What follows belongs to an exercise in optimizing a design on an open flow for small area; a production flow would make more cautious choices.
Where RTL was checked, it was by simulation tests only, not by an equivalence proof against the original.
Function not checked in run 9: the RTL went through the layout flow alone.
No activity file was given, so power comes from the tool's default toggle rates.

## flow/run.sh

```bash
#!/bin/bash
# The standard layout (standard.sh), with smaller port buffers and a clock
# tree built without dummy balancing loads.
set -euo pipefail
export BUFFER_PORTS_ARGS="-buffer_cell sky130_fd_sc_hd__buf_1"
export CTS_ARGS="-sink_clustering_enable -repair_clock_nets -buf_list sky130_fd_sc_hd__clkbuf_8 -root_buf sky130_fd_sc_hd__clkbuf_4 -sink_clustering_size 24 -sink_clustering_max_diameter 40 -dont_use_dummy_load"
bash standard.sh > standard.log 2>&1
```

## standard.sh

```bash
#!/bin/bash
# synth_recipe.tcl (not shown) runs the flow's synth.tcl, then flattens the netlist and writes it again
# the make line also repeats each setting of config.mk as NAME=value (left out here)
make -C /OpenROAD-flow-scripts/flow DESIGN_CONFIG=/design/flow/config.mk WORK_HOME=/design/flow/orfs CLKGATE_MAP_FILE= SYNTH_SCRIPT=/design/flow/synth_recipe.tcl "${@:-finish}"
```

## config.mk

```make
export PLATFORM = sky130hd
export DESIGN_NAME = ircore_tx
export DESIGN_NICKNAME = ircore_tx
export VERILOG_FILES = /design/flow/design.v
export SDC_FILE = /design/flow/constraint.sdc
export NUM_CORES = 4
export LEC_CHECK = 0
export CAP_MARGIN = 20
export CORE_MARGIN = 2
export CORE_UTILIZATION = 40
export CTS_BUF_LIST = sky130_fd_sc_hd__clkbuf_8
export CTS_CLUSTER_DIAMETER = 60
export CTS_CLUSTER_SIZE = 20
export SLEW_MARGIN = 20
```

## constraint.sdc

```tcl
create_clock -name core_clock -period 10.0 [get_ports {clk}]
set_input_delay 2.0000 -clock core_clock [delete_from_list [all_inputs] [get_ports {clk}]]
set_output_delay 2.0000 -clock core_clock [all_outputs]
set_load 0.01 [all_outputs]
```

## design.v

```verilog
module ircore_tx (
    input  wire        clk,
    input  wire        rst,             
    input  wire        enq_valid,       
    input  wire        enq_rc6,         
    input  wire [2:0]  enq_mode,        
    input  wire [7:0]  enq_a,           
    input  wire [7:0]  enq_b,           
    output wire        enq_ready,       
    output wire        tx,              
    output wire        tx_idle          
);
    reg  [19:0] q [0:8];
    wire [8:0]  v;              
    wire [8:0]  fr;             
    wire        pop;            
    genvar gi;
    generate
        for (gi = 0; gi < 9; gi = gi + 1) begin : g_v
            assign v[gi] = q[gi][19] | ~q[gi][16];
        end
    endgenerate
    assign fr[8] = ~v[8] | pop | rst;
    generate
        for (gi = 0; gi < 8; gi = gi + 1) begin : g_fr
            assign fr[gi] = ~v[gi] | fr[gi + 1];
        end
    endgenerate
    assign enq_ready = fr[0];
    assign tx_idle   = ~|v;
    wire [19:0] in = {enq_valid & enq_rc6 & ~rst, enq_mode[2:1],
                      ~enq_valid | (enq_rc6 & enq_mode[0]), enq_a, enq_b};
    always @(posedge clk) begin
        if (fr[0]) q[0] <= in | {3'd0, rst, 16'd0};
    end
    generate
        for (gi = 1; gi < 9; gi = gi + 1) begin : g_q
            always @(posedge clk) begin
                if (fr[gi])
                    q[gi] <= {q[gi - 1][19] & ~rst, q[gi - 1][18:17],
                              q[gi - 1][16] | rst, q[gi - 1][15:0]};
            end
        end
    endgenerate
    wire [19:0] hd  = q[8];
    wire        rc6 = hd[19];
    reg        act;             
    reg [5:0]  n;               
    reg [1:0]  c;               
    reg [10:0] pre;             
    reg        tg;              
    wire tick = (pre == {5'b00001, rc6, 5'b00110});
    wire [7:0] src = n[4] ? hd[7:0] : hd[15:8];
    wire       sb  = src[~n[2:0]];
    wire [3:0] mt  = {tg, hd[16], hd[17], hd[18]};
    wire       b   = rc6 ? ((n[4:3] == 2'b00) ? (n[2] ? mt[n[1:0]] : 1'b1) : sb)
                         : sb ^ n[3];
    wire       w2  = (n[4:3] == 2'b00) & (n[2] | (n[1] ^ n[0]));
    wire lvl = rc6 ? ((n[4:0] == 5'd1) | (~(n[4] & n[3]) & (b ^ (w2 ? c[1] : c[0]))))
                   : (n[5] ? ~(n[2] & n[1]) : (c == 2'd0));
    wire cl   = rc6 ? w2 : (n[5] | b);
    wire send = c[0] & (c[1] == cl);
    wire fend = rc6 ? ((n[4:0] == 5'd26) & c[0]) : n[5] & ~n[4];
    assign pop = act & tick & fend;
    assign tx  = act & lvl;
    always @(posedge clk) begin
        pre <= (~act | tick) ? 11'b01011011001 : {pre[9:0], pre[10] ^ pre[1]};
        if (~act) begin
            n <= rc6 ? 6'd1 : 6'd58;
            c <= 2'd0;
        end else if (tick) begin
            if (send) begin
                n <= n + 6'd1;
                c <= 2'd0;
            end else begin
                c <= c + 2'd1;
            end
        end
    end
    always @(posedge clk) begin
        if (rst) begin
            act <= 1'b0;
            tg  <= 1'b0;
        end else begin
            if (~act) act <= v[8];
            else if (pop) begin
                act <= 1'b0;
                if (rc6) tg <= ~tg;
            end
        end
    end
endmodule
```

==> results.toml, run 1 <==
[hold_path]
hold_start = "q[7][18]"
hold_class = "register to register"

[routing]
wl_per_cell_microns = 12.3
viasPerCell = 4.58
drc_errors = 0
top_layer_used = "met4"
drtAntennaViolNets = 0
wirelength_microns = 7370
drt_iter0_drc = 106
wl_met1_microns = 3070
drtPass1Iterations = 4
route.met3.wl_microns = 365
route.met2.wl_microns = 3710
num_vias = 2742

[timing]
hold_viol = 0
finalCritPeriodShare = 0.724
drv_slew = 0
fin_crit_ns = 7.24
tns_ns = 0
worstMarginPinSlew_ns = 0.985
skew_ns = 0.125
slew_headroom = 0.338
setup_viol = 0
rsz0062_at_grt = "false"
fmax_mhz = 138

[cells_and_area]
fill_cells = 1415
syn_to_final_growth_pct = 9.21
fin_nets = 408
drive_gt1_frac = 0.0976
multi_input_area_sq_um = 876
fin_util = 0.449
n_antenna_cell = 0
seqCellArea_sq_um = 5890
final_cells = 599

[grt]
grt_max_degree = 22
grt_pass1_vias = 2747
grt_first_pass_wirelength_microns = 12700
antenna_found_initial = 0
grt_use_total = 0.0859
grt.overflow.total = 0

[synthesis]
synth_top_area_cell = "edfxtp_1"
syn_avg_cell_area_sq_um = 20.1
dominantRegCellSynth = "edfxtp_1"
synth_area_leaders = "edfxtp_1 82%, dfxtp_1 4.4%, mux4_2 2.0%"
synth_edf_count = 186
synth_cell_types = 40
syn-cell-area_sq_um = 6840
async_flop_share = 0
syn_nets = 367
ys_seq_elements = 201
synth_common_cells = "186 x edfxtp_1, 15 x dfxtp_1, 11 x nand2_1, 11 x nor2_1"
ys_warn_count = 2
yosysSeqAreaShare = 0.861
synthCells = 340
synth_top_cell_area_share = 0.817
post-synth-top-count-cell = "edfxtp_1"

[clocking]
holdBufCountCts = 0
clk_transition_reported_paths_ns = 0.07
post_cts_resized = 0
cts_setup_buffers = 0
clk_latency_ns = 0.65
htree_levels = 1
cts_tree = "yes"
clock-sinks = 201
cts_buffer_depth = 3
cts_buffers = 23
cts-root-buf = "clkbuf_4"

[die]
initial_core_util = 0.411
rows = 47
die_y_microns = 135
core_region_area_sq_um = 16600
die_w_microns = 135
io-pin-count = 26
die_area_sq_um = 18200

[setup_path]
start_kind = "primary input"
endpoint_kind = "primary output"
path_class = "primary input to primary output"
rr_startpoint = "n[1]"
cp-startpoint = "rst"
cp.required_ns = 8.00
path_max_fanout = 21
critPathArrivalTime_ns = 5.24

[place]
place_congestion = 0.763
dp.cells = 576
hpwl_microns = 4800
io_buffers = 25

[power]
p_per_area_nw_per_um2 = 187
peakVddDrop_mv = 0.122
p_leak_nw = 2.59

[job]
drv_cap = 0

[status]
status = "timing/DRC/antenna clean"
-- path summary, 6_finish.rpt --
kind                to  slack (ns)  cells after the start
max          enq_ready        2.76                      6
min           q[8][18]        0.41                      0
max reg2reg    q[2][6]        5.92                      7
min reg2reg   q[8][18]        0.41                      0
-- registers in the layout, indices dropped and copies added (netlist names) --
register / cells
q: 180
act: 1
n: 6
pre: 11
tg: 1
c: 2
-- metal layers --
| metal | up-vias | GRT usage |
|---|---|---|
| met1 | 1306 | 0.101 |
| met3 | 23 | 0.0263 |
| met4 | 0 | 0.0327 |
| li1 | 1357 | - |
| met5 | - | 0 |
| met2 | 56 | 0.148 |
-- area by class of cell --
type,instances,share of cell area
tap,220,0.0369
timing repair buffer,25,0.0126
clock buffer,23,0.0399
inverter,10,0.00503
sequential,201,0.788
multi-input combinational,120,0.117
-- report_power, final --
group / internal, W / total [W] / switching [W]
Combinational: 0.00000638 / 0.0000118 / 0.00000544
Sequential: 0.000951 / 0.000959 / 0.00000856
Clock: 0.000189 / 0.000422 / 0.000233
Total: 0.00115 / 0.00139 / 0.000247
-- layout by cell type, fill, tap and decap left out, types with 2 or more instances in the layout --
| cell type | n |
|---|---|
| a21oi_1 | 4 |
| nor4b_1 | 2 |
| a311oi_1 | 2 |
| or3_1 | 3 |
| nand2_1 | 11 |
| ha_1 | 4 |
| or2_2 | 8 |
| xnor2_1 | 8 |
| mux2i_1 | 3 |
| clkbuf_4 | 3 |
| nand2b_1 | 10 |
| nand3_1 | 7 |
| edfxtp_1 | 186 |
| dfxtp_1 | 15 |
| xor2_1 | 4 |
| and3_1 | 3 |
| nor2b_1 | 10 |
| nor2_1 | 11 |
| and2_1 | 4 |
| clkbuf_8 | 20 |
| o21ai_0 | 3 |
| buf_1 | 25 |
| mux4_2 | 6 |
| inv_1 | 10 |
-- critical path, cell delays in order --
cell and delay (ns):
buf_1 0.33, a311oi_1 0.49, nand3_1 0.74, nor2_1 0.62, nand3_1 0.73, buf_1 0.32
-- stage by stage --
| stage | worst slack (ns) | total power [W] | cell area [sq um] | hold slack, ns |
|---|---|---|---|---|
| final | 2.76 | 0.00139 | 7470 | 0.409 |
| after global routing | 2.19 | 0.00145 | 7470 | 0.412 |
| after CTS | 2.63 | 0.00141 | 7470 | 0.408 |
| after detailed placement | 2.67 | 0.000990 | 7170 | 0.405 |
| after global placement | 2.87 | 0.000988 | 7170 | 0.402 |
| after floorplan | 4.02 | 0.000981 | 6840 | 0.400 |
-- cell families (layout without fill, tap and decap cells) --
kind of cell | after synthesis | in the layout | synth area share
adder cells (fa/ha/maj) | 4 | 4 | 0.00732
multiplexers | 9 | 9 | 0.0242
AND/OR/NAND/NOR | 78 | 78 | 0.0646
flip-flops | 201 | 201 | 0.861
XOR/XNOR | 12 | 12 | 0.0154
AO/OA/AOI/OAI | 17 | 17 | 0.0167
buffers and inverters | 19 | 58 | 0.0110
==> run 2, diff against run 1 <==
==> flow/run.sh (replaced) <==
#!/bin/bash
# The standard layout (standard.sh), with smaller port buffers and a clock
# tree built without dummy balancing loads.
set -euo pipefail
export BUFFER_PORTS_ARGS="-buffer_cell sky130_fd_sc_hd__buf_1"
export CTS_ARGS="-sink_clustering_enable -repair_clock_nets -buf_list sky130_fd_sc_hd__clkbuf_8 -root_buf sky130_fd_sc_hd__clkbuf_4 -sink_clustering_size 22 -sink_clustering_max_diameter 50 -dont_use_dummy_load"
bash standard.sh > standard.log 2>&1
==> run 2 against run 1 <==
  * Still clean on timing, DRC and antenna
  * Clock skew shrank 0.082 ns
  * Cell area shrank 1.3%
  * Global-route usage shrank 0.090 points
  * Register-to-register slack lost 0.10 ns
  * Worst setup slack gained 0.016 ns
  * Non-clock buffer count is the same
  * Core utilization shrank 0.58 points
  * Sequential share of layout area grew 1.0 points
  * Clock power shrank 18%
  * Critical path type unchanged
  * Largest power group unchanged
  * Highest routed layer unchanged
==> results.toml, run 2 <==
[clocking]
clk_latency_ns = 0.57
cts_tree = "yes"
cts_buffer_depth = 3
cts-root-buf = "clkbuf_4"
holdBufCountCts = 0
htree_levels = 1
clock-sinks = 201
cts_setup_buffers = 0
clk_transition_reported_paths_ns = 0.11
cts_buffers = 16
post_cts_resized = 0

[place]
place_congestion = 0.763
hpwl_microns = 4800
place_area_sq_um = 7170
io_buffers = 25
place_ws_ns = 2.67

[die]
die_y_microns = 135
rows = 47
core_region_area_sq_um = 16600
die_w_microns = 135
io-pin-count = 26
initial_core_util = 0.411
die_area_sq_um = 18200

[synthesis]
synthCells = 340
ys_warn_count = 2
syn_nets = 367
synth_area_leaders = "edfxtp_1 82%, dfxtp_1 4.4%, mux4_2 2.0%"
dominantRegCellSynth = "edfxtp_1"
async_flop_share = 0
post-synth-top-count-cell = "edfxtp_1"
synth_common_cells = "186 x edfxtp_1, 15 x dfxtp_1, 11 x nand2_1, 11 x nor2_1"
syn-cell-area_sq_um = 6840
synth_top_cell_area_share = 0.817
ys_seq_elements = 201
synth_cell_types = 40
synth_top_area_cell = "edfxtp_1"
syn_avg_cell_area_sq_um = 20.1
synth_edf_count = 186
yosysSeqAreaShare = 0.861

[routing]
drc_errors = 0
wirelength_microns = 7270
drtPass1Iterations = 4
drt_iter0_drc = 122
num_vias = 2684
drtAntennaViolNets = 0
viasPerCell = 4.53
wl_per_cell_microns = 12.3

[setup_path]
reg2reg_to = "q[2][16]"
critPathArrivalTime_ns = 5.22
cp-startpoint = "rst"
cp.required_ns = 8.00
r2r_setup_slack_ns = 5.82
reg2regPathDepth = 7
rr_startpoint = "n[1]"
path_class = "primary input to primary output"
start_kind = "primary input"
path_max_fanout = 21
cp-endpoint = "enq_ready"
endpoint_kind = "primary output"

[cells_and_area]
syn_to_final_growth_pct = 7.80
final_cell_mix = "186 x edfxtp_1, 25 x buf_1, 15 x dfxtp_1"
reg_top3 = "q x180, pre x11, n x6"
largest_register_ffs = 180
fill_cells = 1419
n_antenna_cell = 0
final_area_sq_um = 7370
layout_commonest_cell = "edfxtp_1"
fin_nets = 401
drive_gt1_frac = 0.0806
largest_register = "q"

[grt]
grt_use_total = 0.0850
grt_first_pass_wirelength_microns = 12500
grt_pass1_vias = 2680
grt_max_degree = 23
grt.overflow.total = 0
antenna_found_initial = 0

[timing]
skew_ns = 0.0430
finalCritPeriodShare = 0.722
layout_setup_ws_ns = 2.78
setup_viol = 0
rsz0062_at_grt = "false"
worstMarginPinSlew_ns = 0.991
drv_slew = 0
holdWs_ns = 0.402
tns_ns = 0
fin_crit_ns = 7.22
fmax_mhz = 138
slew_headroom = 0.334
hold_viol = 0

[hold_path]
hold_class = "register to register"
worstHoldPathCells = 0

[power]
p_per_area_nw_per_um2 = 179
fin_total_pwr_w = 0.00132
peakVddDrop_mv = 0.139
p_leak_nw = 2.54

[job]
drv_cap = 0

[status]
status = "timing/DRC/antenna clean"
==> run 2: stage by stage <==
step | util | instances
finish | 0.443 | 592
global route | 0.443 | 592
CTS | 0.443 | 592
detailed placement | 0.431 | 576
global placement | 0.431 | 576
floorplan | - | 340
==> run 2: kinds of logic after synthesis <==
logic type	share of synthesized area
fa+ha+maj	0.00732
buf+inv	0.0110
compound gates	0.0167
mux	0.0242
flops	0.861
simple gates	0.0646
xor+xnor	0.0154
==> run 2: report_power, final <==
part | switching [W] | internal, W | total, W
Sequential | 0.00000859 | 0.000950 | 0.000958
Clock | 0.000218 | 0.000130 | 0.000348
Combinational | 0.00000543 | 0.00000638 | 0.0000118
Total | 0.000232 | 0.00109 | 0.00132
==> run 2: critical path: stages <==
cell and delay, ns:
buf_1 0.32, a311oi_1 0.49, nand3_1 0.74, nor2_1 0.62, nand3_1 0.72, buf_1 0.32
==> run 2: worst min path at each step <==
stage | start | endpoint | slack (ns)
6_report | q[3][0] | q[4][0] | 0.40
5_1_grt | q[3][0] | q[4][0] | 0.41
4_1_cts | q[3][0] | q[4][0] | 0.40
3_5_place_dp | q[0][18] | q[1][18] | 0.40
3_3_place_gp | q[2][0] | q[3][0] | 0.40
2_1_floorplan | q[0][0] | q[1][0] | 0.40
==> run 2: layer usage <==
layer,vias up,wire (microns),track usage
met4,0,180,0.0281
li1,1341,-,-
met2,48,3640,0.147
met5,-,0,0
met1,1281,3130,0.103
met3,14,315,0.0240
==> run 2: cell type report <==
type	count	area, sq um	area share
multi-input combinational	120	876	0.119
timing repair buffer	25	93.8	0.0127
sequential	201	5890	0.799
inverter	10	37.5	0.00509
tap	220	275	0.0374
clock buffer	16	201	0.0273
==> run 3, diff against run 2 <==
==> flow/run.sh (replaced) <==
#!/bin/bash
# The standard layout (standard.sh), with smaller port buffers and a clock
# tree built without dummy balancing loads.
set -euo pipefail
export BUFFER_PORTS_ARGS="-buffer_cell sky130_fd_sc_hd__buf_1"
export CTS_ARGS="-sink_clustering_enable -repair_clock_nets -buf_list sky130_fd_sc_hd__clkbuf_8 -root_buf sky130_fd_sc_hd__clkbuf_4 -sink_clustering_size 23 -sink_clustering_max_diameter 60 -dont_use_dummy_load"
bash standard.sh > standard.log 2>&1
==> run 3 against run 2 <==
  * Worst setup slack gained 0.0024 ns
  * Synthesized area is the same
  * Critical path depth is the same
  * Cell count shrank 0.51%
  * Hold slack gained 0.019 ns
  * Still clean on timing, DRC and antenna
  * Via count is essentially flat
  * Largest power group unchanged
  * Die area is the same
  * Synthesized cell count is the same
==> results.toml, run 3 <==
[synthesis]
async_flop_share = 0
synth_area_leaders = "edfxtp_1 82%, dfxtp_1 4.4%, mux4_2 2.0%"
synth_top_cell_area_share = 0.817
post-synth-top-count-cell = "edfxtp_1"
dominantRegCellSynth = "edfxtp_1"
synth_common_cells = "186 x edfxtp_1, 15 x dfxtp_1, 11 x nand2_1, 11 x nor2_1"
yosysSeqAreaShare = 0.861
synth_cell_types = 40
syn_nets = 367
synth_edf_count = 186
synthCells = 340
syn_avg_cell_area_sq_um = 20.1
ys_warn_count = 2
ys_seq_elements = 201
syn-cell-area_sq_um = 6840
synth_top_area_cell = "edfxtp_1"

[setup_path]
path_max_fanout = 21
cp.required_ns = 8.00
start_kind = "primary input"
path_class = "primary input to primary output"
r2r_setup_slack_ns = 5.80
critPathArrivalTime_ns = 5.22
rr_startpoint = "n[1]"
reg2regPathDepth = 7
endpoint_kind = "primary output"
reg2reg_to = "q[2][16]"

[routing]
drtAntennaViolNets = 0
drt_iter0_drc = 117
drc_errors = 0
wirelength_microns = 7220
drtPass1Iterations = 4
num_vias = 2686
wl_per_cell_microns = 12.3
viasPerCell = 4.56

[timing]
hold_viol = 0
fin_crit_ns = 7.22
rsz0062_at_grt = "false"
layout_setup_ws_ns = 2.78
finalCritPeriodShare = 0.722
fmax_mhz = 138
tns_ns = 0
setup_viol = 0
drv_slew = 0
skew_ns = 0.0525
worstMarginPinSlew_ns = 0.983
slew_headroom = 0.339

[status]
status = "timing/DRC/antenna clean"

[place]
io_buffers = 25
place_congestion = 0.763
hpwl_microns = 4800
place_ws_ns = 2.67

[hold_path]
hold_start = "q[0][8]"
holdPathEnd = "q[1][8]"
worstHoldPathCells = 0
hold_class = "register to register"

[cells_and_area]
multi_input_area_sq_um = 876
reg_top3 = "q x180, pre x11, n x6"
layout_commonest_cell = "edfxtp_1"
fill_cells = 1422
seqCellArea_sq_um = 5890
largest_register = "q"
final_cell_mix = "186 x edfxtp_1, 25 x buf_1, 15 x dfxtp_1"
fin_nets = 398
largest_register_ffs = 180
syn_to_final_growth_pct = 7.19
drive_gt1_frac = 0.0732
n_antenna_cell = 0

[grt]
antenna_found_initial = 0
grt_max_degree = 24
grt.overflow.total = 0
grt_pass1_vias = 2673
grt_use_total = 0.0852
grt_first_pass_wirelength_microns = 12400

[die]
core_region_area_sq_um = 16600
io-pin-count = 26
die_w_microns = 135
rows = 47
die_y_microns = 135
initial_core_util = 0.411
die_area_sq_um = 18200

[power]
peakVddDrop_mv = 0.112
p_leak_nw = 2.52
p_per_area_nw_per_um2 = 176

[clocking]
cts_buffer_depth = 3
clock-sinks = 201
cts_tree = "yes"
cts-root-buf = "clkbuf_4"
cts_setup_buffers = 0
htree_levels = 1
holdBufCountCts = 0
clk_transition_reported_paths_ns = 0.12
post_cts_resized = 0
clk_latency_ns = 0.56
cts_buffers = 13

[job]
drv_cap = 0
-- run 3: critical path, stage by stage --
cell and delay, ns:
buf_1 0.32, a311oi_1 0.49, nand3_1 0.74, nor2_1 0.62, nand3_1 0.73, buf_1 0.32
-- run 3: area by class of cell --
class | instances | share of cell area
Tap cell | 220 | 0.0376
Clock buffer | 13 | 0.0219
Inverter | 10 | 0.00512
Multi-Input combinational cell | 120 | 0.120
Timing Repair Buffer | 25 | 0.0128
Sequential cell | 201 | 0.803
-- run 3: stage by stage --
| stage | util | hold WS [ns] | std cells | instance area (sq um) | total power, W |
|---|---|---|---|---|---|
| 2_1_floorplan | - | 0.400 | 340 | 6840 | 0.000981 |
| 3_3_place_gp | 0.431 | 0.402 | 576 | 7170 | 0.000988 |
| 3_5_place_dp | 0.431 | 0.405 | 576 | 7170 | 0.000990 |
| 4_1_cts | 0.440 | 0.424 | 589 | 7330 | 0.00131 |
| 5_1_grt | 0.440 | 0.427 | 589 | 7330 | 0.00134 |
| 6_report | 0.440 | 0.421 | 589 | 7330 | 0.00129 |
-- run 3: metal layers --
layer	global-route usage	part of all wire	up-vias	wire (microns)
li1	-	-	1340	-
met1	0.101	0.42	1284	3020
met2	0.148	0.51	43	3690
met3	0.0233	0.039	19	280
met4	0.0333	0.031	0	225
met5	0	0	-	0
-- run 3: worst max-delay path by stage --
stage / cells after the start / start / endpoint / slack, ns
CTS: 6 / rst / enq_ready / 2.64
global placement: 6 / rst / enq_ready / 2.87
detailed placement: 6 / rst / enq_ready / 2.67
global route: 6 / rst / enq_ready / 2.19
finish: 6 / rst / enq_ready / 2.78
floorplan: 4 / rst / enq_ready / 4.02
-- run 3: cell families (layout without fill, tap and decap cells) --
| kind of cell | Yosys count | after routing | synth area share |
|---|---|---|---|
| fa+ha+maj | 4 | 4 | 0.00732 |
| compound gates | 17 | 17 | 0.0167 |
| simple gates | 78 | 78 | 0.0646 |
| xor+xnor | 12 | 12 | 0.0154 |
| buf+inv | 19 | 48 | 0.0110 |
| mux | 9 | 9 | 0.0242 |
| flops | 201 | 201 | 0.861 |
-- run 3: power breakdown --
part / switching (W) / internal, W / total [W]
registers: 0.00000856 / 0.000950 / 0.000958
clock network: 0.000213 / 0.000105 / 0.000318
logic: 0.00000538 / 0.00000638 / 0.0000118
==> run 4, diff against run 3 <==
==> flow/run.sh (replaced) <==
#!/bin/bash
# The standard layout (standard.sh), with smaller port buffers and a clock
# tree built without dummy balancing loads.
set -euo pipefail
export BUFFER_PORTS_ARGS="-buffer_cell sky130_fd_sc_hd__buf_1"
export CTS_ARGS="-sink_clustering_enable -repair_clock_nets -buf_list sky130_fd_sc_hd__clkbuf_8 -root_buf sky130_fd_sc_hd__clkbuf_4 -sink_clustering_size 21 -sink_clustering_max_diameter 60 -dont_use_dummy_load"
bash standard.sh > standard.log 2>&1
==> run 4 against run 3 <==
  * Register-to-register slack about the same
  * Highest routed layer unchanged
  * Still clean
  * Wire length rose by 0.80%
  * Global-route usage hardly changed
  * Clock power barely moved
  * Largest power group unchanged
  * Die area unchanged
  * Cell count stayed put
==> results.toml, run 4 <==
[status]
status = "timing/DRC/antenna clean"

[synthesis]
dominantRegCellSynth = "edfxtp_1"
synth_area_leaders = "edfxtp_1 82%, dfxtp_1 4.4%, mux4_2 2.0%"
post-synth-top-count-cell = "edfxtp_1"
synth_top_cell_area_share = 0.817
syn_avg_cell_area_sq_um = 20.1
synthCells = 340
yosysSeqAreaShare = 0.861
syn-cell-area_sq_um = 6840
ys_seq_elements = 201
synth_top_area_cell = "edfxtp_1"
async_flop_share = 0
syn_nets = 367
ys_warn_count = 2
synth_cell_types = 40
synth_edf_count = 186
synth_common_cells = "186 x edfxtp_1, 15 x dfxtp_1, 11 x nand2_1, 11 x nor2_1"

[setup_path]
endpoint_kind = "primary output"
r2r_setup_slack_ns = 5.81
start_kind = "primary input"
cp-startpoint = "rst"
reg2regPathDepth = 7
cp.required_ns = 8.00
rr_startpoint = "n[1]"
path_class = "primary input to primary output"
path_max_fanout = 21
critPathArrivalTime_ns = 5.20

[timing]
fin_crit_ns = 7.20
worstMarginPinSlew_ns = 0.981
drv_slew = 0
tns_ns = 0
slew_headroom = 0.341
setup_viol = 0
rsz0062_at_grt = "false"
skew_ns = 0.0421
fmax_mhz = 139
finalCritPeriodShare = 0.720
hold_viol = 0

[clocking]
cts_buffer_depth = 3
cts-root-buf = "clkbuf_4"
cts_tree = "yes"
post_cts_resized = 0
holdBufCountCts = 0
clk_latency_ns = 0.57
htree_levels = 1
clk_transition_reported_paths_ns = 0.11
cts_buffers = 13
clock-sinks = 201
cts_setup_buffers = 0

[place]
dp.cells = 576
io_buffers = 25
place_congestion = 0.763
hpwl_microns = 4800
place_area_sq_um = 7170

[grt]
grt.overflow.total = 0
grt_use_total = 0.0857
grt_max_degree = 22
antenna_found_initial = 0
grt_first_pass_wirelength_microns = 12400
grt_pass1_vias = 2670

[die]
io-pin-count = 26
die_w_microns = 135
rows = 47
die_area_sq_um = 18200
core_region_area_sq_um = 16600
initial_core_util = 0.411
die_y_microns = 135

[cells_and_area]
n_antenna_cell = 0
final_cell_mix = "186 x edfxtp_1, 25 x buf_1, 15 x dfxtp_1"
multi_input_area_sq_um = 876
fin_nets = 398
layout_commonest_cell = "edfxtp_1"
reg_top3 = "q x180, pre x11, n x6"
drive_gt1_frac = 0.0732
largest_register_ffs = 180
final_cells = 589
syn_to_final_growth_pct = 7.19
fill_cells = 1425
largest_register = "q"
final_area_sq_um = 7330
seqCellArea_sq_um = 5890

[routing]
wirelength_microns = 7280
wl_per_cell_microns = 12.4
wl_met1_microns = 3100
drc_errors = 0
drtPass1Iterations = 4
drt_iter0_drc = 132
drtAntennaViolNets = 0
top_layer_used = "met4"
viasPerCell = 4.56
route.met3.wl_microns = 301
route.met2.wl_microns = 3630
num_vias = 2685

[hold_path]
hold_start = "q[3][18]"
worstHoldPathCells = 0
hold_class = "register to register"

[power]
p_per_area_nw_per_um2 = 176
peakVddDrop_mv = 0.109
p_leak_nw = 2.52

[job]
drv_cap = 0
-- run 4: cell counts in the layout (fill, tap and decap cells not counted) --
No cell type changed its count.
-- run 4: per-stage QoR --
step / worst slack [ns] / power, W / util / hold WS [ns]
after floorplan: 4.02 / 0.000981 / - / 0.400
after global placement: 2.87 / 0.000988 / 0.431 / 0.402
after detailed placement: 2.67 / 0.000990 / 0.431 / 0.405
after CTS: 2.64 / 0.00131 / 0.440 / 0.426
after global routing: 2.19 / 0.00134 / 0.440 / 0.435
final: 2.80 / 0.00129 / 0.440 / 0.422
-- run 4: cell families after synthesis --
family	synth area share
AND/OR/NAND/NOR	0.0646
XOR/XNOR	0.0154
multiplexers	0.0242
adder cells (fa/ha/maj)	0.00732
flip-flops	0.861
buffers and inverters	0.0110
AO/OA/AOI/OAI	0.0167
-- run 4: cell type report --
type,instances,area share
Multi-Input combinational cell,120,0.120
Inverter,10,0.00512
Tap cell,220,0.0376
Timing Repair Buffer,25,0.0128
Sequential cell,201,0.803
Clock buffer,13,0.0219
-- run 4: final timing paths --
path | endpoint
max | enq_ready
min | q[4][18]
max reg2reg | q[2][6]
min reg2reg | q[4][18]
-- run 4: per-layer routing --
layer | up-vias | GRT usage
met3 | 19 | 0.0225
met5 | - | 0
met2 | 47 | 0.147
li1 | 1338 | -
met1 | 1281 | 0.103
met4 | 0 | 0.0345
-- run 4: power by group --
part / switching [W] / internal [W]
Sequential: 0.00000855 / 0.000950
Clock: 0.000216 / 0.000105
Combinational: 0.00000538 / 0.00000638
Total: 0.000230 / 0.00106
-- run 4: critical path, stage by stage --
cell and delay [ns]:
buf_1 0.32, a311oi_1 0.48, nand3_1 0.74, nor2_1 0.62, nand3_1 0.72, buf_1 0.31
==> run 5, diff against run 4 <==
==> config.mk (replaced) <==
export PLATFORM = sky130hd
export DESIGN_NAME = ircore_tx
export DESIGN_NICKNAME = ircore_tx
export VERILOG_FILES = /design/flow/design.v
export SDC_FILE = /design/flow/constraint.sdc
export NUM_CORES = 4
export LEC_CHECK = 0
export CAP_MARGIN = 0
export CORE_MARGIN = 2
export CORE_UTILIZATION = 40
export SLEW_MARGIN = 0
==> run 5 against run 4 <==
  * Still clean on timing, DRC and antenna
  * Wire length did not move
  * Core utilization did not move
  * Global-route usage did not move
  * Flip-flop and latch count did not move
  * Count of clock-buffer cells in the layout did not move
  * Power did not move
  * Sequential share of layout area did not move
  * Cell count did not move
==> results.toml, run 5 <==
[setup_path]
path_buf_inv = 2
cp.required_ns = 8.00
crit_chain = "buf_1, a311oi_1, nand3_1, nor2_1, nand3_1, buf_1"
reg2reg_to = "q[2][6]"
max_stage_delay_ns = 0.74
path_class = "primary input to primary output"
reg2regPathDepth = 7
path_max_fanout = 21
start_kind = "primary input"
endpoint_kind = "primary output"
worst_path_max_delay_cell = "nand3_1"
r2r_setup_slack_ns = 5.81
critPathArrivalTime_ns = 5.20
cp_top_family = "simple AND/OR/NAND/NOR gates"
rr_startpoint = "n[1]"

[timing]
skew_ns = 0.0421
slew_headroom = 0.341
drv_slew = 0
tns_ns = 0
rsz0062_at_grt = "false"
layout_setup_ws_ns = 2.80
finalCritPeriodShare = 0.720
setup_viol = 0
fin_crit_ns = 7.20
fmax_mhz = 139
hold_viol = 0
worstMarginPinSlew_ns = 0.981

[clocking]
holdBufCountCts = 0
cts_setup_buffers = 0
clk_transition_reported_paths_ns = 0.11
post_cts_resized = 0
htree_levels = 1
cts_tree = "yes"
cts_buffers = 13
cts_buffer_depth = 3
clock-sinks = 201
cts-root-buf = "clkbuf_4"
clk_latency_ns = 0.57

[synthesis]
ys_warn_count = 2
ys_seq_elements = 201
synth_common_cells = "186 x edfxtp_1, 15 x dfxtp_1, 11 x nand2_1, 11 x nor2_1"
synth_edf_count = 186
syn_nets = 367
dominantRegCellSynth = "edfxtp_1"
syn-cell-area_sq_um = 6840
post-synth-top-count-cell = "edfxtp_1"
synth_cell_types = 40
syn_avg_cell_area_sq_um = 20.1
yosysSeqAreaShare = 0.861
synth_top_cell_area_share = 0.817
synth_area_leaders = "edfxtp_1 82%, dfxtp_1 4.4%, mux4_2 2.0%"
synth_top_area_cell = "edfxtp_1"
synthCells = 340
async_flop_share = 0

[routing]
num_vias = 2685
drtAntennaViolNets = 0
wl_per_cell_microns = 12.4
drc_errors = 0
wirelength_microns = 7280
drt_iter0_drc = 132
viasPerCell = 4.56
drtPass1Iterations = 4

[cells_and_area]
drive_gt1_frac = 0.0732
reg_top3 = "q x180, pre x11, n x6"
syn_to_final_growth_pct = 7.19
largest_register_ffs = 180
layout_commonest_cell = "edfxtp_1"
n_antenna_cell = 0
final_area_sq_um = 7330
fin_nets = 398
largest_register = "q"
final_cell_mix = "186 x edfxtp_1, 25 x buf_1, 15 x dfxtp_1"

[place]
place_congestion = 0.763
place_ws_ns = 2.67
io_buffers = 25
place_area_sq_um = 7170
hpwl_microns = 4800

[die]
rows = 47
core_region_area_sq_um = 16600
die_y_microns = 135
initial_core_util = 0.411
io-pin-count = 26
die_area_sq_um = 18200
die_w_microns = 135

[power]
p_leak_nw = 2.52
p_per_area_nw_per_um2 = 176
peakVddDrop_mv = 0.109

[grt]
grt_pass1_vias = 2670
grt_max_degree = 22
grt_first_pass_wirelength_microns = 12400
antenna_found_initial = 0
grt.overflow.total = 0
grt_use_total = 0.0857

[hold_path]
hold_start = "q[3][18]"
holdPathEnd = "q[4][18]"
hold_class = "register to register"
worstHoldPathCells = 0

[job]
drv_cap = 0

[status]
status = "timing/DRC/antenna clean"
## run 5: cell counts after synthesis
No cell type changed its count.
## run 5: through the flow
step / utilization / hold WS (ns) / cells / total power, W
2_1_floorplan: - / 0.400 / 340 / 0.000981
3_3_place_gp: 0.431 / 0.402 / 576 / 0.000988
3_5_place_dp: 0.431 / 0.405 / 576 / 0.000990
4_1_cts: 0.440 / 0.426 / 589 / 0.00131
5_1_grt: 0.440 / 0.435 / 589 / 0.00134
6_report: 0.440 / 0.422 / 589 / 0.00129
## run 5: power by group
group | internal [W] | switching, W
registers | 0.000950 | 0.00000855
logic | 0.00000638 | 0.00000538
clock network | 0.000105 | 0.000216
total | 0.00106 | 0.000230
## run 5: kinds of logic (layout without fill, tap and decap cells)
| kind of cell | count (synthesis) | count (layout) | share of synthesized area |
|---|---|---|---|
| flops | 201 | 201 | 0.861 |
| compound gates | 17 | 17 | 0.0167 |
| mux | 9 | 9 | 0.0242 |
| buf+inv | 19 | 48 | 0.0110 |
| simple gates | 78 | 78 | 0.0646 |
| fa+ha+maj | 4 | 4 | 0.00732 |
| xor+xnor | 12 | 12 | 0.0154 |
## run 5: final cells by class
cell class	count	area [sq um]
Multi-Input combinational cell	120	876
Sequential cell	201	5890
Fill cell	1425	9310
Inverter	10	37.5
Tap cell	220	275
Clock buffer	13	160
Timing Repair Buffer	25	93.8
## run 5: worst max-delay path by stage
stage,start,endpoint,depth (start not counted)
2_1_floorplan,rst,enq_ready,4
5_1_grt,rst,enq_ready,6
6_report,rst,enq_ready,6
4_1_cts,rst,enq_ready,6
3_5_place_dp,rst,enq_ready,6
3_3_place_gp,rst,enq_ready,6
## run 5: metal layers
metal	GRT usage	up-vias	routed length (microns)
met5	0	-	0
met4	0.0345	0	253
met3	0.0225	19	301
met2	0.147	47	3630
met1	0.103	1281	3100
li1	-	1338	-
==> run 6, diff against run 5 <==
==> flow/run.sh (replaced) <==
#!/bin/bash
# The standard layout (standard.sh) with three changes: an area-oriented ABC
# script for the combinational logic (the flip-flops are mapped before ABC, as
# in the standard synthesis), smaller port buffers, and a clock tree built
# without dummy balancing loads.
set -euo pipefail
rm -rf scripts_area
cp -r "$FLOW_HOME/scripts" scripts_area
printf 'strash\ndch -f\nmap -a\nmfs2\nstrash\ndch -f\nmap -a\ntopo\ndnsize -c\n' > scripts_area/abc_speed.script
export SCRIPTS_DIR="$PWD/scripts_area"
export BUFFER_PORTS_ARGS="-buffer_cell sky130_fd_sc_hd__buf_1"
export CTS_ARGS="-sink_clustering_enable -repair_clock_nets -buf_list sky130_fd_sc_hd__clkbuf_8 -root_buf sky130_fd_sc_hd__clkbuf_4 -sink_clustering_size 20 -sink_clustering_max_diameter 60 -dont_use_dummy_load"
bash standard.sh > standard.log 2>&1
--- a/config.mk
+++ b/config.mk
@@ -5,7 +5,10 @@
 export SDC_FILE = /design/flow/constraint.sdc
 export NUM_CORES = 4
 export LEC_CHECK = 0
-export CAP_MARGIN = 0
+export CAP_MARGIN = 20
 export CORE_MARGIN = 2
 export CORE_UTILIZATION = 40
-export SLEW_MARGIN = 0
+export CTS_BUF_LIST = sky130_fd_sc_hd__clkbuf_8
+export CTS_CLUSTER_DIAMETER = 60
+export CTS_CLUSTER_SIZE = 20
+export SLEW_MARGIN = 20
==> run 6 against run 5 <==
  * Flip-flop and latch count is the same
  * Synthesized area shrank 0.82%
  * Cell area up 0.43%
  * Highest routed layer unchanged
  * Sequential power hardly changed
  * Sequential share of layout area fell by 0.34 points
  * Register-to-register slack worse by 2.0 ns
==> results.toml, run 6 <==
[synthesis]
syn_avg_cell_area_sq_um = 17.4
synth_common_cells = "186 x edfxtp_1, 44 x nor2_1, 42 x clkinv_1"
ys_warn_count = 2
synth_area_leaders = "edfxtp_1 82%, dfxtp_1 4.4%, nor2_1 2.4%"
synth_cell_types = 24
ys_seq_elements = 201
syn-cell-area_sq_um = 6780
yosysSeqAreaShare = 0.868
synth_edf_count = 186
syn_nets = 417
dominantRegCellSynth = "edfxtp_1"
async_flop_share = 0
synthCells = 390
synth_top_area_cell = "edfxtp_1"
synth_top_cell_area_share = 0.824
post-synth-top-count-cell = "edfxtp_1"

[timing]
holdWs_ns = 0.376
finalCritPeriodShare = 0.906
tns_ns = 0
slew_headroom = 0.472
drv_slew = 0
hold_viol = 0
worstMarginPinSlew_ns = 0.791
fmax_mhz = 110
rsz0062_at_grt = "false"
skew_ns = 0.0543
setup_viol = 0
fin_crit_ns = 9.06

[routing]
viasPerCell = 4.52
num_vias = 2951
drc_errors = 0
drtPass1Iterations = 4
drt_iter0_drc = 172
wirelength_microns = 7820
wl_per_cell_microns = 12.0
drtAntennaViolNets = 0

[setup_path]
cp-startpoint = "rst"
cp.required_ns = 8.00
crit_top_cell = "clkinv_1"
path_class = "primary input to primary output"
start_kind = "primary input"
max_stage_delay_ns = 0.68
rr_startpoint = "n[0]"
endpoint_kind = "primary output"
path_max_fanout = 21
crit_chain = "buf_1, buf_4, clkinv_1, nand2_1, clkinv_1, nand3_1, buf_4, nor2_1, clkinv_1, nor2_1, clkinv_1, buf_4, nor2_1, clkinv_1, nor2_1, nand2_1, or2_2, or2_2, buf_1"
worst_path_max_delay_cell = "or2_2"
critPathArrivalTime_ns = 7.06

[die]
die_area_sq_um = 18000
die_y_microns = 134
die_w_microns = 134
io-pin-count = 26
initial_core_util = 0.409
core_region_area_sq_um = 16600
rows = 47

[cells_and_area]
drive_gt1_frac = 0.0600
fin_util = 0.444
final_cell_mix = "186 x edfxtp_1, 44 x nor2_1, 42 x clkinv_1"
reg_top3 = "q x180, pre x11, n x6"
largest_register = "q"
syn_to_final_growth_pct = 8.54
largest_register_ffs = 180
final_cells = 653
fill_cells = 1480
n_antenna_cell = 0
fin_nets = 462
layout_commonest_cell = "edfxtp_1"

[clocking]
cts-root-buf = "clkbuf_4"
cts_buffers = 15
htree_levels = 1
post_cts_resized = 0
clk_transition_reported_paths_ns = 0.10
clk_latency_ns = 0.55
clock-sinks = 201
cts_tree = "yes"
cts_setup_buffers = 0
holdBufCountCts = 0
cts_buffer_depth = 3

[grt]
grt.overflow.total = 0
grt_max_degree = 22
grt_use_total = 0.0908
grt_pass1_vias = 2835
antenna_found_initial = 0
grt_first_pass_wirelength_microns = 13300

[status]
status = "timing/DRC/antenna clean"

[place]
hpwl_microns = 5490
place_congestion = 0.809
dp.cells = 638
io_buffers = 25

[power]
p_per_area_nw_per_um2 = 178
fin_total_pwr_w = 0.00131
peakVddDrop_mv = 0.127
p_leak_nw = 2.54

[job]
drv_cap = 0

[hold_path]
hold_start = "q[1][13]"
hold_class = "register to register"
-- run 6: power breakdown --
part           internal (W)  leakage [nW]  switching, W
Sequential         0.000950          2.08    0.00000935
Clock              0.000122         0.100      0.000217
Combinational    0.00000522         0.362    0.00000801
Total               0.00108          2.54      0.000234
-- run 6: logic make-up (layout without fill, tap and decap cells) --
group	after synthesis	in the layout	share of synthesized area
XOR/XNOR	4	4	0.00517
adder cells (fa/ha/maj)	4	4	0.00738
AND/OR/NAND/NOR	101	101	0.0624
flip-flops	201	201	0.868
AO/OA/AOI/OAI	38	38	0.0338
buffers and inverters	42	85	0.0233
-- run 6: final cells by class --
| class | instances | area, sq um | share of cell area |
|---|---|---|---|
| Sequential cell | 201 | 5890 | 0.800 |
| Multi-Input combinational cell | 147 | 737 | 0.100 |
| Tap cell | 220 | 275 | 0.0374 |
| Clock buffer | 15 | 188 | 0.0255 |
| Inverter | 42 | 158 | 0.0214 |
| Timing Repair Buffer | 28 | 116 | 0.0158 |
-- run 6: final timing paths --
path	end	slack [ns]	depth (start not counted)
hold reg to reg	q[2][13]	0.38	0
hold / removal	q[2][13]	0.38	0
setup reg to reg	q[0][13]	3.79	20
setup / recovery	enq_ready	0.94	19
-- run 6: routing by layer --
metal,up-vias,part of all wire,global-route usage
met4,0,0.041,0.0374
li1,1497,-,-
met1,1352,0.42,0.114
met2,78,0.50,0.155
met5,-,0,0
met3,24,0.041,0.0178
-- run 6: critical path: cells and delay by family --
family | cells | cell delay (ns)
and+or+nand+nor | 9 | 2.76
buffers and inverters | 10 | 2.27
-- run 6: metrics by stage --
step	worst slack [ns]	instance area [sq um]
6_report	0.942	7360
5_1_grt	0.351	7360
4_1_cts	0.810	7360
3_5_place_dp	0.845	7170
3_3_place_gp	1.06	7170
2_1_floorplan	1.40	6780
==> run 7, diff against run 6 <==
--- a/flow/run.sh
+++ b/flow/run.sh
@@ -6,7 +6,7 @@
 set -euo pipefail
 rm -rf scripts_area
 cp -r "$FLOW_HOME/scripts" scripts_area
-printf 'strash\ndch -f\nmap -a\nmfs2\nstrash\ndch -f\nmap -a\ntopo\ndnsize -c\n' > scripts_area/abc_speed.script
+printf 'strash\ndch -f\nmap\nmfs2\nstrash\ndch -f\nmap\ntopo\ndnsize -c\n' > scripts_area/abc_speed.script
 export SCRIPTS_DIR="$PWD/scripts_area"
 export BUFFER_PORTS_ARGS="-buffer_cell sky130_fd_sc_hd__buf_1"
 export CTS_ARGS="-sink_clustering_enable -repair_clock_nets -buf_list sky130_fd_sc_hd__clkbuf_8 -root_buf sky130_fd_sc_hd__clkbuf_4 -sink_clustering_size 20 -sink_clustering_max_diameter 60 -dont_use_dummy_load"
==> run 7 against run 6 <==
  * Still clean on timing, DRC and antenna
  * Wire length increased by 1.5%
  * Die area increased by 2.3%
  * Largest cell class unchanged
  * Synthesized cell count increased by 8.2%
  * Register-to-register slack improved by 2.1 ns
  * Largest power group unchanged
  * Clock skew increased by 0.014 ns
  * Count of clock-buffer cells in the layout unchanged
  * Synthesized area increased by 2.3%
==> results.toml, run 7 <==
[grt]
grt_first_pass_wirelength_microns = 14000
antenna_found_initial = 0
grt.overflow.total = 0
grt_use_total = 0.0922
grt_pass1_vias = 3175
grt_max_degree = 24

[timing]
layout_setup_ws_ns = 3.17
setup_viol = 0
finalCritPeriodShare = 0.683
tns_ns = 0
hold_viol = 0
worstMarginPinSlew_ns = 1.03
rsz0062_at_grt = "false"
fin_crit_ns = 6.83
fmax_mhz = 146
drv_slew = 0
skew_ns = 0.0684
slew_headroom = 0.309

[clocking]
clock-sinks = 201
cts-root-buf = "clkbuf_4"
cts_setup_buffers = 0
htree_levels = 1
clk_latency_ns = 0.56
post_cts_resized = 0
cts_buffers = 15
cts_tree = "yes"
holdBufCountCts = 0
cts_buffer_depth = 3
clk_transition_reported_paths_ns = 0.09

[synthesis]
synthCells = 422
synth_top_area_cell = "edfxtp_1"
synth_cell_types = 24
syn_avg_cell_area_sq_um = 16.4
ys_seq_elements = 201
post-synth-top-count-cell = "edfxtp_1"
ys_warn_count = 2
synth_area_leaders = "edfxtp_1 81%, dfxtp_1 4.3%, nand2_1 2.6%"
synth_edf_count = 186
synth_common_cells = "186 x edfxtp_1, 48 x nand2_1, 43 x clkinv_1"
syn_nets = 449
dominantRegCellSynth = "edfxtp_1"
async_flop_share = 0
synth_top_cell_area_share = 0.805
syn-cell-area_sq_um = 6940
yosysSeqAreaShare = 0.848

[die]
core_region_area_sq_um = 17100
die_area_sq_um = 18400
die_w_microns = 136
initial_core_util = 0.405
die_y_microns = 136
rows = 48
io-pin-count = 26

[cells_and_area]
n_antenna_cell = 0
fin_util = 0.438
largest_register = "q"
largest_register_ffs = 180
drive_gt1_frac = 0.0476
layout_commonest_cell = "edfxtp_1"
final_cell_mix = "186 x edfxtp_1, 48 x nand2_1, 43 x clkinv_1"
seqCellArea_sq_um = 5890
syn_to_final_growth_pct = 8.12
final_cells = 687
reg_top3 = "q x180, pre x11, n x6"
fin_nets = 491
fill_cells = 1516
multi_input_area_sq_um = 891

[setup_path]
start_kind = "primary input"
endpoint_kind = "primary output"
critPathArrivalTime_ns = 4.83
path_max_fanout = 22
path_class = "primary input to primary output"
cp.required_ns = 8.00

[routing]
wirelength_microns = 7940
drt_iter0_drc = 141
drc_errors = 0
wl_per_cell_microns = 11.6
drtAntennaViolNets = 0
drtPass1Iterations = 4
num_vias = 3159
viasPerCell = 4.60

[hold_path]
hold_class = "register to register"

[power]
p_sw_w = 0.000231
swShare = 0.177
fin_total_pwr_w = 0.00131
p_int_w = 0.00108
p_seq_frac = 0.733
comb_power_share = 0.011
p_leak_nw = 2.57
p_clk_frac = 0.256
p_per_area_nw_per_um2 = 174
peakVddDrop_mv = 0.121

[status]
status = "timing/DRC/antenna clean"

[place]
io_buffers = 25
dp.cells = 672
place_congestion = 0.834
hpwl_microns = 5540
place_ws_ns = 3.06

[job]
drv_cap = 0
-- run 7: cell count changes in the layout (fill, tap and decap cells not counted), moves of 3 or more --
cell      before  now
nor2_1        44   39
nand2_1       33   48
nand2b_1       0    3
o21ai_0       16    9
a21oi_1        7   11
o211ai_1       3    6
buf_4          3    0
nand3_1        8   24
o21a_1         0    4
-- run 7: metal layers --
metal,vias up,part of all wire,track usage
met5,-,0,0
met3,17,0.046,0.0198
met2,51,0.51,0.166
met4,0,0.022,0.0353
li1,1602,-,-
met1,1489,0.43,0.108
-- run 7: final cells by class --
type                            instances  area share
Sequential cell                       201       0.785
Tap cell                              225      0.0375
Multi-Input combinational cell        178       0.119
Inverter                               43      0.0215
Timing Repair Buffer                   25      0.0125
Clock buffer                           15      0.0250
-- run 7: logic make-up (layout without fill, tap and decap cells) --
kind of cell    after synthesis  after routing  synth area share
buf+inv                      43             83            0.0233
compound gates               38             38            0.0339
simple gates                134            134            0.0848
fa+ha+maj                     4              4           0.00721
flops                       201            201             0.848
xor+xnor                      2              2           0.00253
-- run 7: path summary, 6_finish.rpt --
kind,slack [ns],depth (start not counted),endpoint,from
setup reg to reg,5.84,7,q[0][4],n[0]
setup / recovery,3.17,5,enq_ready,rst
hold / removal,0.38,0,q[7][3],q[6][3]
hold reg to reg,0.38,0,q[7][3],q[6][3]
-- run 7: worst max-delay path, cell delays in order --
cell and delay, ns:
buf_1 0.26, a31oi_1 0.52, nand3_1 0.79, nand3b_1 0.94, buf_1 0.31
-- run 7: power by group through the flow --
stage,clock (W),combinational (W),sequential (W)
2_1_floorplan,0,0.00000763,0.000975
3_3_place_gp,0,0.0000134,0.000977
3_5_place_dp,0,0.0000139,0.000979
4_1_cts,0.000353,0.0000140,0.000960
5_1_grt,0.000383,0.0000161,0.000963
6_report,0.000335,0.0000138,0.000959
-- run 7: through the flow --
step,hold slack (ns),instance area [sq um]
3_5_place_dp,0.405,7310
5_1_grt,0.396,7500
6_report,0.382,7500
4_1_cts,0.378,7500
3_3_place_gp,0.401,7310
2_1_floorplan,0.400,6940
==> run 8, diff against run 7 <==
--- a/flow/run.sh
+++ b/flow/run.sh
@@ -6,7 +6,7 @@
 set -euo pipefail
 rm -rf scripts_area
 cp -r "$FLOW_HOME/scripts" scripts_area
-printf 'strash\ndch -f\nmap\nmfs2\nstrash\ndch -f\nmap\ntopo\ndnsize -c\n' > scripts_area/abc_speed.script
+printf '&get -n\n&st\n&dch\n&nf\n&st\n&syn2\n&if -g -K 6\n&synch2\n&nf\n&st\n&syn2\n&if -g -K 6\n&synch2\n&nf\n&st\n&syn2\n&if -g -K 6\n&synch2\n&nf\n&st\n&syn2\n&if -g -K 6\n&synch2\n&nf\n&st\n&syn2\n&if -g -K 6\n&synch2\n&nf\n&put\ntopo\ndnsize -c\n' > scripts_area/abc_speed.script
 export SCRIPTS_DIR="$PWD/scripts_area"
 export BUFFER_PORTS_ARGS="-buffer_cell sky130_fd_sc_hd__buf_1"
 export CTS_ARGS="-sink_clustering_enable -repair_clock_nets -buf_list sky130_fd_sc_hd__clkbuf_8 -root_buf sky130_fd_sc_hd__clkbuf_4 -sink_clustering_size 20 -sink_clustering_max_diameter 60 -dont_use_dummy_load"
==> run 8 against run 7 <==
  * Via count shrank 15%
  * Synthesized cell count decreased by 22%
  * First-iteration DRC count decreased by 13%
  * Worst setup slack lost 0.30 ns
  * Flip-flop and latch count stayed put
  * Non-clock buffer count up 1
  * Sequential share of layout area up 1.5 points
  * Largest cell class unchanged
  * Largest power group unchanged
==> results.toml, run 8 <==
[setup_path]
max_stage_delay_ns = 0.76
worst_path_max_delay_cell = "nand3_1"
reg2reg_to = "q[2][12]"
reg2regPathDepth = 7
cp-startpoint = "rst"
cp_top_family = "simple AND/OR/NAND/NOR gates"
cp.required_ns = 8.00
start_kind = "primary input"
endpoint_kind = "primary output"
critPathArrivalTime_ns = 5.13
path_class = "primary input to primary output"
r2r_setup_slack_ns = 5.77
path_max_fanout = 21
crit_chain = "buf_1, buf_4, a311oi_1, nand3_1, nor2_1, nand3_1, buf_1"
path_buf_inv = 3
rr_startpoint = "n[1]"

[timing]
slew_headroom = 0.343
fin_crit_ns = 7.13
worstMarginPinSlew_ns = 0.977
holdWs_ns = 0.398
setup_viol = 0
rsz0062_at_grt = "false"
drv_slew = 0
finalCritPeriodShare = 0.713
fmax_mhz = 140
skew_ns = 0.0762
tns_ns = 0
hold_viol = 0
layout_setup_ws_ns = 2.87

[synthesis]
syn_nets = 358
synth_common_cells = "186 x edfxtp_1, 15 x dfxtp_1, 11 x nand2_1, 11 x nor2_1"
syn-cell-area_sq_um = 6800
synthSimpleGateAreaFrac = 0.0650
synth_top_cell_area_share = 0.821
syn_avg_cell_area_sq_um = 20.5
ys_seq_elements = 201
yosysSeqAreaShare = 0.866
synth_top_area_cell = "edfxtp_1"
dominantRegCellSynth = "edfxtp_1"
synth_top_family_by_area = "simple AND/OR/NAND/NOR gates"
async_flop_share = 0
synth.area.mux_share = 0.0243
synth-compound-area-share = 0.0167
synth_xor_area_frac = 0.0155
synth-adder-area-share = 0.00736
synth_edf_count = 186
synth_cell_types = 37
ys_warn_count = 2
synth_area_leaders = "edfxtp_1 82%, dfxtp_1 4.4%, mux4_2 2.0%"
synthCells = 331
post-synth-top-count-cell = "edfxtp_1"

[grt]
grt.overflow.total = 0
antenna_found_initial = 0
grt_max_degree = 22
grt_first_pass_wirelength_microns = 12700
grt_pass1_vias = 2765
grt_use_total = 0.0872

[routing]
drt_iter0_drc = 122
viasPerCell = 4.53
drtPass1Iterations = 4
wirelength_microns = 7490
drc_errors = 0
wl_per_cell_microns = 12.7
drtAntennaViolNets = 0
num_vias = 2684

[hold_path]
worstHoldPathCells = 0
hold_start = "q[6][1]"
holdPathEnd = "q[7][1]"
hold_class = "register to register"

[power]
comb_power_share = 0.009
p_clk_frac = 0.258
p_seq_frac = 0.733
p_int_w = 0.00108
p_leak_nw = 2.52
p_per_area_nw_per_um2 = 178
p_sw_w = 0.000230
peakVddDrop_mv = 0.121
swShare = 0.176

[cells_and_area]
layout_commonest_cell = "edfxtp_1"
fin_nets = 401
reg_top3 = "q x180, pre x11, n x6"
drive_gt1_frac = 0.0591
syn_to_final_growth_pct = 8.30
largest_register = "q"
fin_util = 0.444
final_cell_mix = "186 x edfxtp_1, 25 x buf_1, 15 x dfxtp_1"
n_antenna_cell = 0
largest_register_ffs = 180
final_area_sq_um = 7360

[clocking]
holdBufCountCts = 0
cts_setup_buffers = 0
cts_buffer_depth = 3
htree_levels = 1
cts_buffers = 15
clock-sinks = 201
post_cts_resized = 0
cts-root-buf = "clkbuf_4"
cts_tree = "yes"
clk_transition_reported_paths_ns = 0.11
clk_latency_ns = 0.56

[place]
place_congestion = 0.703
place_ws_ns = 2.86
io_buffers = 25
place_area_sq_um = 7180
hpwl_microns = 4980

[die]
io-pin-count = 26
die_w_microns = 134
rows = 47
die_area_sq_um = 18100
core_region_area_sq_um = 16600
die_y_microns = 134
initial_core_util = 0.410

[job]
drv_cap = 0

[status]
status = "timing/DRC/antenna clean"
-- run 8: cell count changes after synthesis, moves of 5 or more --
cell,delta
nand2_1,-37
clkinv_1,-33
nor2_1,-28
nand3_1,-17
nor2b_1,+10
or2_0,+8
a21oi_1,-7
nand2b_1,+7
or2_2,-7
xnor2_1,+7
mux4_2,+6
o211ai_1,-6
o21ai_0,-5
-- run 8: layout make-up --
cell class | count | area [sq um]
clock buffer | 15 | 188
fill | 1432 | 9220
inverter | 10 | 37.5
timing repair buffer | 26 | 101
tap | 220 | 275
sequential | 201 | 5890
multi-input combinational | 120 | 876
-- run 8: logic make-up (layout without fill, tap and decap cells) --
logic type | after synthesis | after routing
flip-flops | 201 | 201
AND/OR/NAND/NOR | 78 | 78
AO/OA/AOI/OAI | 17 | 17
XOR/XNOR | 12 | 12
buffers and inverters | 10 | 51
multiplexers | 9 | 9
adder cells (fa/ha/maj) | 4 | 4
-- run 8: how the worst max path moves through the flow --
stage,end,slack (ns),cells past startpoint
4_1_cts,enq_ready,2.85,7
5_1_grt,enq_ready,2.47,7
2_1_floorplan,enq_ready,3.98,4
3_5_place_dp,enq_ready,2.86,7
6_report,enq_ready,2.87,7
3_3_place_gp,enq_ready,2.98,7
-- run 8: per-stage QoR --
step                instances  total power (W)
floorplan                 331         0.000980
global placement          577         0.000988
detailed placement        577         0.000991
CTS                       592          0.00133
global route              592          0.00136
finish                    592          0.00131
-- run 8: routing by layer --
metal  routed length (microns)  up-vias  GRT usage
met4                       160        0     0.0298
li1                          -     1343          -
met3                       296       15     0.0227
met2                      3920       48      0.156
met1                      3120     1278      0.102
met5                         0        -          0
-- run 8: power groups by stage --
| stage | clock network (W) | registers, W | logic [W] |
|---|---|---|---|
| finish | 0.000338 | 0.000959 | 0.0000122 |
| global route | 0.000387 | 0.000963 | 0.0000135 |
| CTS | 0.000360 | 0.000960 | 0.0000123 |
| detailed placement | 0 | 0.000979 | 0.0000123 |
| global placement | 0 | 0.000976 | 0.0000120 |
| floorplan | 0 | 0.000974 | 0.00000617 |
-- run 8: worst register-to-register path: stages (launching register included) --
cell      delay [ns]
edfxtp_1        0.61
ha_1            0.29
nand4b_1        0.11
o32ai_1         0.12
a311oi_1        0.45
nand3_1         0.75
nor2_1          0.66
nand3_1         0.77
==> run 9, diff against run 8 <==
--- a/design.v
+++ b/design.v
@@ -60,8 +60,8 @@
                    : (n[5] ? ~(n[2] & n[1]) : (c == 2'd0));
     wire cl   = rc6 ? w2 : (n[5] | b);
     wire send = c[0] & (c[1] == cl);
-    wire fend = rc6 ? ((n[4:0] == 5'd26) & c[0]) : n[5] & ~n[4];
-    assign pop = act & tick & fend;
+    wire fend = rc6 ? (n[4] & n[3] & n[1] & c[0]) : n[5] & ~n[4];
+    assign pop = tick & fend;
     assign tx  = act & lvl;
     always @(posedge clk) begin
         pre <= (~act | tick) ? 11'b01011011001 : {pre[9:0], pre[10] ^ pre[1]};
==> flow/run.sh (replaced) <==
#!/bin/bash
# The standard layout (standard.sh), with smaller port buffers and a clock
# tree built without dummy balancing loads.
set -euo pipefail
export BUFFER_PORTS_ARGS="-buffer_cell sky130_fd_sc_hd__buf_1"
export CTS_ARGS="-sink_clustering_enable -repair_clock_nets -buf_list sky130_fd_sc_hd__clkbuf_8 -root_buf sky130_fd_sc_hd__clkbuf_4 -sink_clustering_size 20 -sink_clustering_max_diameter 60 -dont_use_dummy_load"
bash standard.sh > standard.log 2>&1
==> run 9 against run 8 <==
  * Critical path depth is the same
  * Power shrank 0.64%
  * First-iteration DRC count shrank 1.6%
  * Count of clock-buffer cells in the layout shrank 1
  * Via count grew 6.2%
  * Clock skew shrank 0.052 ns
  * Die area grew 2.8%
  * Synthesized area grew 2.9%
  * Synthesized cell count grew 7.3%
  * Clock power shrank 3%
  * Non-clock buffer count is the same
==> results.toml, run 9 <==
[status]
status = "timing/DRC/antenna clean"

[cells_and_area]
reg_top3 = "q x180, pre x11, n x6"
seqCellArea_sq_um = 5890
n_antenna_cell = 0
syn_to_final_growth_pct = 7.21
multi_input_area_sq_um = 1020
fin_util = 0.436
final_cell_mix = "186 x edfxtp_1, 25 x buf_1, 15 x dfxtp_1"
final_cells = 608
fill_cells = 1520
largest_register_ffs = 180
drive_gt1_frac = 0.0966
layout_commonest_cell = "edfxtp_1"
largest_register = "q"
fin_nets = 411

[clocking]
post_cts_resized = 0
htree_levels = 1
cts-root-buf = "clkbuf_4"
clock-sinks = 201
cts_buffer_depth = 3
cts_buffers = 14
holdBufCountCts = 0
clk_transition_reported_paths_ns = 0.11
clk_latency_ns = 0.54
cts_tree = "yes"
cts_setup_buffers = 0

[routing]
drc_errors = 0
wl_per_cell_microns = 12.5
route.met2.wl_microns = 3940
num_vias = 2851
route.met3.wl_microns = 379
drt_iter0_drc = 120
wirelength_microns = 7610
drtPass1Iterations = 4
top_layer_used = "met4"
viasPerCell = 4.69
drtAntennaViolNets = 0
wl_met1_microns = 3170

[grt]
grt_use_total = 0.0857
grt.overflow.total = 0
grt_pass1_vias = 2929
grt_max_degree = 23
antenna_found_initial = 0
grt_first_pass_wirelength_microns = 13000

[synthesis]
synth_area_leaders = "edfxtp_1 80%, dfxtp_1 4.3%, or2_2 1.2%"
dominantRegCellSynth = "edfxtp_1"
synth_cell_types = 44
synth_common_cells = "186 x edfxtp_1, 15 x dfxtp_1, 13 x or2_2"
syn_avg_cell_area_sq_um = 19.7
synth_top_cell_area_share = 0.799
ys_warn_count = 2
yosysSeqAreaShare = 0.842
synth_edf_count = 186
post-synth-top-count-cell = "edfxtp_1"
synthCells = 355
syn-cell-area_sq_um = 6990
syn_nets = 381
synth_top_area_cell = "edfxtp_1"
ys_seq_elements = 201
async_flop_share = 0

[die]
io-pin-count = 26
initial_core_util = 0.407
core_region_area_sq_um = 17200
die_w_microns = 136
rows = 48
die_y_microns = 136
die_area_sq_um = 18600

[setup_path]
reg2regPathDepth = 6
endpoint_kind = "primary output"
reg2reg_to = "q[2][14]"
path_max_fanout = 21
cp.required_ns = 8.00
start_kind = "primary input"
r2r_setup_slack_ns = 5.72
rr_startpoint = "q[8][19]"
path_class = "primary input to primary output"
critPathArrivalTime_ns = 5.05

[timing]
fin_crit_ns = 7.05
drv_slew = 0
skew_ns = 0.0240
rsz0062_at_grt = "false"
holdWs_ns = 0.414
finalCritPeriodShare = 0.705
slew_headroom = 0.314
fmax_mhz = 142
tns_ns = 0
hold_viol = 0
worstMarginPinSlew_ns = 1.03
setup_viol = 0
layout_setup_ws_ns = 2.95

[power]
p_per_area_nw_per_um2 = 173
peakVddDrop_mv = 0.127
p_leak_nw = 2.56

[place]
hpwl_microns = 5120
io_buffers = 25
place_congestion = 0.716
dp.cells = 594
place_ws_ns = 2.73

[job]
drv_cap = 0

[hold_path]
holdPathEnd = "q[2][13]"
worstHoldPathCells = 0
hold_class = "register to register"
hold_start = "q[1][13]"
run 9: cell types whose count changed after synthesis, moves of 4 or more:
cell,before,now
mux4_2,6,2
nand3_1,7,11
inv_1,0,9
and2_1,0,5
or2_2,0,13
and2_0,4,0
clkbuf_1,0,6
clkinv_1,10,0
nand2b_1,10,6
or2_0,8,0
run 9: logic make-up (layout without fill, tap and decap cells):
family	count (synthesis)	in the layout	share of synthesized area
xor+xnor	9	9	0.0113
flops	201	201	0.842
fa+ha+maj	3	3	0.00537
compound gates	27	27	0.0281
mux	10	10	0.0284
buf+inv	21	49	0.0157
simple gates	84	84	0.0694
run 9: through the flow:
| stage | area, sq um | total power (W) |
|---|---|---|
| floorplan | 6990 | 0.000983 |
| global placement | 7310 | 0.000989 |
| detailed placement | 7310 | 0.000992 |
| CTS | 7490 | 0.00132 |
| global route | 7500 | 0.00135 |
| finish | 7500 | 0.00130 |
run 9: layer usage:
layer / GRT usage / up-vias
met5: 0 / -
met1: 0.100 / 1373
met3: 0.0205 / 10
met4: 0.0249 / 0
met2: 0.157 / 60
li1: - / 1408
run 9: cell type report:
| cell class | count | share of cell area |
|---|---|---|
| flip-flops and latches | 201 | 0.785 |
| multi-input cells | 133 | 0.136 |
| well taps | 225 | 0.0376 |
| clock buffers | 14 | 0.0232 |
| repair buffers | 26 | 0.0135 |
| inverters | 9 | 0.00451 |
run 9: worst max path at each step:
stage	from	end	slack, ns	cells after the start
finish	rst	enq_ready	2.95	7
detailed placement	rst	enq_ready	2.73	7
global placement	rst	enq_ready	2.88	7
global route	rst	enq_ready	2.59	7
CTS	rst	enq_ready	2.72	7
floorplan	rst	enq_ready	3.42	5
run 9: where the power goes:
group / switching, W / internal, W / total [W]
sequential: 0.00000889 / 0.000950 / 0.000959
combinational: 0.00000666 / 0.00000656 / 0.0000132
clock: 0.000215 / 0.000113 / 0.000328
total: 0.000231 / 0.00107 / 0.00130
run 9: critical path, stage by stage:
cell and delay (ns):
buf_1 0.32, nor2b_1 0.30, o2111ai_2 0.58, or2_2 0.72, nor2_1 0.44, o2111ai_4 0.45, buf_1 0.24

[port drivers added, routing unchanged]
In the flow no input, the clock included, has a driving cell. The finished layouts below were timed again as built, in two steps.
Step 1, drivers: a clkbuf_16 drives clk and a buf_2 each remaining input, both assumed.
Step 2, shift: input delay + t, output delay - t, t = (earliest + latest rising clock arrival at the registers) / 2. This alone moves slack from input paths to output paths.
Slacks: ideal ports / drivers / drivers and shift; pairs: ideal ports / drivers.
run | t (ns) | setup slack, ns | hold slack, ns | clock arrival spread, ns | worst data-port slew with drivers (ns)
run 1 | 0.616 | 2.759 / 2.729 / 2.729 | 0.409 / 0.409 / 0.409 | 0.125 / 0.125 | 0.04
run 2 | 0.577 | 2.776 / 2.746 / 2.746 | 0.402 / 0.402 / 0.402 | 0.043 / 0.043 | 0.04
run 3 | 0.570 | 2.778 / 2.748 / 2.748 | 0.421 / 0.421 / 0.421 | 0.053 / 0.053 | 0.04
run 4 | 0.576 | 2.797 / 2.767 / 2.767 | 0.422 / 0.422 / 0.422 | 0.042 / 0.042 | 0.04
run 5 | 0.576 | 2.797 / 2.767 / 2.767 | 0.422 / 0.422 / 0.422 | 0.042 / 0.042 | 0.04
run 6 | 0.557 | 0.942 / 0.920 / 0.920 | 0.376 / 0.376 / 0.376 | 0.055 / 0.054 | 0.04
run 7 | 0.551 | 3.170 / 3.136 / 3.136 | 0.382 / 0.382 / 0.382 | 0.068 / 0.068 | 0.04
run 8 | 0.555 | 2.866 / 2.846 / 2.846 | 0.398 / 0.398 / 0.398 | 0.076 / 0.076 | 0.03
run 9 | 0.552 | 2.952 / 2.924 / 2.924 | 0.414 / 0.414 / 0.414 | 0.024 / 0.024 | 0.03
After both steps every run listed still meets setup and hold. For run 7, which loses most, drivers alone change the setup slack by -0.034 ns; drivers and shift together by -0.034 ns.
